This design comes from an exercise in tuning for small area, a short achievable clock period and few clock cycles per item on the open sky130 flow, not from production work. No activity file was given, so power comes from the tool's default toggle rates.

==> flow/design.v <==
module bit_encoder (
    input  wire        clk,
    input  wire        rst,         
    input  wire        cmd_valid,
    output wire        cmd_ready,
    input  wire [31:0] cmd_data,
    output wire        out_valid,
    input  wire        out_ready,
    output wire [7:0]  out_data,
    output wire [15:0] status,
    output wire        err
);
    localparam [1:0] CAUSE_BAD_OP    = 2'd1;
    localparam [1:0] CAUSE_RSVD_NZ   = 2'd2;
    localparam [1:0] CAUSE_BAD_WIDTH = 2'd3;
    reg [7:1]  pb;
    reg [2:0]  pn;
    reg        err_q;
    reg [1:0]  ecause;
    reg        trunc;
    reg [7:0]  ob0;
    reg [7:0]  ob1;
    reg        ov;
    reg        ov2;
    wire [7:0] pb8 = {pb, 1'b0};
    wire [1:0]  op    = cmd_data[31:30];
    wire [4:0]  width = cmd_data[20:16];
    wire [15:0] value = cmd_data[15:0];
    wire rsvd_nz   = |cmd_data[29:21];
    wire low_nz    = |cmd_data[20:0];
    wire width_bad = (width == 5'd0) || (width > 5'd16);
    wire is_flush  = (op == 2'b01) && !rsvd_nz && !low_nz;
    wire is_encode = (op == 2'b00) && !rsvd_nz && !width_bad;
    wire legal     = is_flush || is_encode;
    wire [2:0]  pn_fill = 3'd0 - pn;
    wire [4:0]  w_eff   = {width[4:3], width[2:0] | (pn_fill & {3{op[0]}})};
    wire [1:0] cause = op[1]                 ? CAUSE_BAD_OP :
                       (op[0] || rsvd_nz)    ? CAUSE_RSVD_NZ :
                                               CAUSE_BAD_WIDTH;
    wire       g0     = pn[0] & w_eff[0];
    wire       p1     = pn[1] ^ w_eff[1];
    wire       c1     = (pn[1] & w_eff[1]) | (p1 & g0);
    wire       p2     = pn[2] ^ w_eff[2];
    wire       c2     = (pn[2] & w_eff[2]) | (p2 & c1);
    wire [2:0] pn_new = {p2 ^ c1, p1 ^ g0, pn[0] ^ w_eff[0]};
    wire       nb0    = w_eff[4] | w_eff[3] | c2;      
    wire       nb2    = w_eff[4] | (w_eff[3] & c2);
    wire       nb_lane1 = !w_eff[4] && (w_eff[3] ^ c2);
    wire [23:0] ys0 = pn_new[0] ? {1'b0, value, 7'd0} : {value, 8'd0};
    wire [23:0] ys1 = pn_new[1] ? {2'b0, ys0[23:2]}  : ys0;
    wire [23:0] y   = pn_new[2] ? {4'b0, ys1[23:4]}  : ys1;
    wire [7:0]  lane  = nb2 ? y[23:16] : nb_lane1 ? y[15:8] : y[7:0];
    wire [7:0]  pmask = 8'hFF >> pn;
    wire [7:0]  top   = pb8 | (lane & pmask);
    wire [7:0]  byte1 = y[15:8];
    wire [7:0]  pb_lo = y[7:0];
    wire [7:0]  pb_nx = nb0 ? pb_lo : top;
    wire value_trunc = (|(lane & ~pmask))
                     | (!nb0 && (|y[15:8]))
                     | (!nb2 && (|y[23:16]));
    assign cmd_ready = !ov2 && (!ov || out_ready);
    wire   accept    = cmd_valid && cmd_ready;
    assign out_valid = ov;
    assign out_data  = ob0;
    always @(posedge clk) begin
        if (rst) begin
            ob0 <= 8'd0;
            ob1 <= 8'd0;
        end else begin
            if (!ov || out_ready)
                ob0 <= ov2 ? ob1 : top;
            if (!ov2)
                ob1 <= byte1;
        end
    end
    always @(posedge clk) begin
        if (rst) begin
            pb     <= 7'd0;
            pn     <= 3'd0;
            err_q  <= 1'b0;
            ecause <= 2'd0;
            trunc  <= 1'b0;
            ov     <= 1'b0;
            ov2    <= 1'b0;
        end else if (accept) begin
            ov  <= legal && nb0;
            ov2 <= legal && nb2;
            if (legal) begin
                pb  <= pb_nx[7:1];
                pn  <= pn_new;
                if (value_trunc)
                    trunc <= 1'b1;
            end else if (!err_q) begin
                err_q  <= 1'b1;
                ecause <= cause;
            end
        end else if (ov && out_ready) begin
            ov  <= ov2;
            ov2 <= 1'b0;
        end
    end
    assign status = {1'b0, trunc, ecause, err_q, pn, pb8};
    assign err    = err_q;
endmodule
==> flow/config.mk <==
export PLATFORM = sky130hd
export DESIGN_NAME = bit_encoder
export DESIGN_NICKNAME = bit_encoder
export VERILOG_FILES = /design/flow/design.v
export SDC_FILE = /design/flow/constraint.sdc
export NUM_CORES = 4
export LEC_CHECK = 0
export ABC_AREA = 1
export CAP_MARGIN = 20
export CORE_MARGIN = 2
export CORE_UTILIZATION = 40
export PLACE_DENSITY = 0.6
export SETUP_SLACK_MARGIN = 3.05
export SLEW_MARGIN = 20
==> flow/constraint.sdc <==
create_clock -name core_clock -period 6.0 [get_ports {clk}]
set_input_delay 1.2000 -clock core_clock [delete_from_list [all_inputs] [get_ports {clk}]]
set_output_delay 1.2000 -clock core_clock [all_outputs]
set_load 0.01 [all_outputs]
standard.sh (not shown) runs the stock make flow with config.mk's settings and CLKGATE_MAP_FILE= SYNTH_SCRIPT=/design/flow/synth_recipe.tcl, a recipe that flattens the netlist after the stock synthesis.
==> flow/flow/run.sh <==
#!/bin/bash
# Standard ORFS layout (the standard.sh) with these changes:
#  - the port buffers are made from the smallest buffer cell
#    (sky130_fd_sc_hd__buf_1) instead of buffer_ports' default choice;
#    timing repair still resizes them where the paths need it;
#  - synthesis leaves adders as plain gates for abc (ADDER_MAP_FILE empty)
#    rather than extracting them into fa/ha cells;
#  - clock tree synthesis adds no dummy load cells.
# Registers, their names and the synthesis script are otherwise unchanged.
set -uo pipefail
export BUFFER_PORTS_ARGS="-buffer_cell sky130_fd_sc_hd__buf_1"
export CTS_ARGS="-sink_clustering_enable -repair_clock_nets -dont_use_dummy_load -sink_clustering_size 40 -buf_list {sky130_fd_sc_hd__clkbuf_2 sky130_fd_sc_hd__clkbuf_4}"
bash standard.sh ADDER_MAP_FILE= finish > standard_flow.log 2>&1
status=$?
cp -r orfs/logs/sky130hd/bit_encoder/base orfs_logs 2>/dev/null
exit $status
The starting point finished clean.
Change:
--- a/flow/design.v
+++ b/flow/design.v
@@ -29,28 +29,25 @@
     wire rsvd_nz   = |cmd_data[29:21];
     wire low_nz    = |cmd_data[20:0];
     wire width_bad = (width == 5'd0) || (width > 5'd16);
     wire is_flush  = (op == 2'b01) && !rsvd_nz && !low_nz;
     wire is_encode = (op == 2'b00) && !rsvd_nz && !width_bad;
-    wire legal     = is_flush || is_encode;
-    wire [2:0]  pn_fill = 3'd0 - pn;
-    wire [4:0]  w_eff   = {width[4:3], width[2:0] | (pn_fill & {3{op[0]}})};
     wire [1:0] cause = op[1]                 ? CAUSE_BAD_OP :
                        (op[0] || rsvd_nz)    ? CAUSE_RSVD_NZ :
                                                CAUSE_BAD_WIDTH;
-    wire       g0     = pn[0] & w_eff[0];
-    wire       p1     = pn[1] ^ w_eff[1];
-    wire       c1     = (pn[1] & w_eff[1]) | (p1 & g0);
-    wire       p2     = pn[2] ^ w_eff[2];
-    wire       c2     = (pn[2] & w_eff[2]) | (p2 & c1);
-    wire [2:0] pn_new = {p2 ^ c1, p1 ^ g0, pn[0] ^ w_eff[0]};
-    wire       nb0    = w_eff[4] | w_eff[3] | c2;      
-    wire       nb2    = w_eff[4] | (w_eff[3] & c2);
-    wire       nb_lane1 = !w_eff[4] && (w_eff[3] ^ c2);
-    wire [23:0] ys0 = pn_new[0] ? {1'b0, value, 7'd0} : {value, 8'd0};
+    wire       g0     = pn[0] & width[0];
+    wire       p1     = pn[1] ^ width[1];
+    wire       c1     = (pn[1] & width[1]) | (p1 & g0);
+    wire       p2     = pn[2] ^ width[2];
+    wire       c2     = (pn[2] & width[2]) | (p2 & c1);
+    wire [2:0] pn_new = {p2 ^ c1, p1 ^ g0, pn[0] ^ width[0]};
+    wire       nb0    = width[4] | width[3] | c2;      
+    wire       nb2    = width[4] | (width[3] & c2);
+    wire       nb_lane1 = !width[4] && (width[3] ^ c2);
+    wire [23:0] ys0 = pn_new[2] ? {4'b0, value, 4'd0} : {value, 8'd0};
     wire [23:0] ys1 = pn_new[1] ? {2'b0, ys0[23:2]}  : ys0;
-    wire [23:0] y   = pn_new[2] ? {4'b0, ys1[23:4]}  : ys1;
+    wire [23:0] y   = pn_new[0] ? {1'b0, ys1[23:1]}  : ys1;
     wire [7:0]  lane  = nb2 ? y[23:16] : nb_lane1 ? y[15:8] : y[7:0];
     wire [7:0]  pmask = 8'hFF >> pn;
     wire [7:0]  top   = pb8 | (lane & pmask);
     wire [7:0]  byte1 = y[15:8];
     wire [7:0]  pb_lo = y[7:0];
@@ -81,17 +78,20 @@
             ecause <= 2'd0;
             trunc  <= 1'b0;
             ov     <= 1'b0;
             ov2    <= 1'b0;
         end else if (accept) begin
-            ov  <= legal && nb0;
-            ov2 <= legal && nb2;
-            if (legal) begin
+            ov  <= (is_encode && nb0) || (is_flush && pn != 3'd0);
+            ov2 <= is_encode && nb2;
+            if (is_encode) begin
                 pb  <= pb_nx[7:1];
                 pn  <= pn_new;
                 if (value_trunc)
                     trunc <= 1'b1;
+            end else if (is_flush) begin
+                pb  <= 7'd0;
+                pn  <= 3'd0;
             end else if (!err_q) begin
                 err_q  <= 1'b1;
                 ecause <= cause;
             end
         end else if (ov && out_ready) begin
After rerunning: Non-clock buffer count is lower by 15; combinational power went down by roughly a tenth; via count shrinks by a few percent; setup slack is worse by 0.019 ns; critical path depth shrinks by 1.
Function was not checked in any run of this note: the RTL went through the layout flow alone.

==> re-timing with driven ports <==
No port has a modelled driver above. Below, the same layouts with a new extraction and two added sets of constraints. Step 1 sets driving cells, clkbuf_16 on the clock port and buf_2 on the other inputs (assumed; they add their load-dependent delay and slew). Step 2 also shifts input and output timing later by t, the mid clock arrival at the registers, as if the neighbouring blocks saw the same clock. a / b / c = no drivers / after step 1 / after step 2; a / b = the first two.
run | t, ns | setup slack, ns | latest minus earliest clock arrival (ns) | worst register clock-pin slew, ns
the first run | 0.347 | 3.105 / 3.086 / 2.739 | 0.017 / 0.017 | 0.10 / 0.10
the second run | 0.350 | 3.086 / 3.073 / 2.737 | 0.015 / 0.016 | 0.10 / 0.10
After both steps setup and hold are still met in every run listed. For the first run, which loses most, drivers alone change the setup slack by -0.019 ns; drivers and shift together by -0.366 ns.
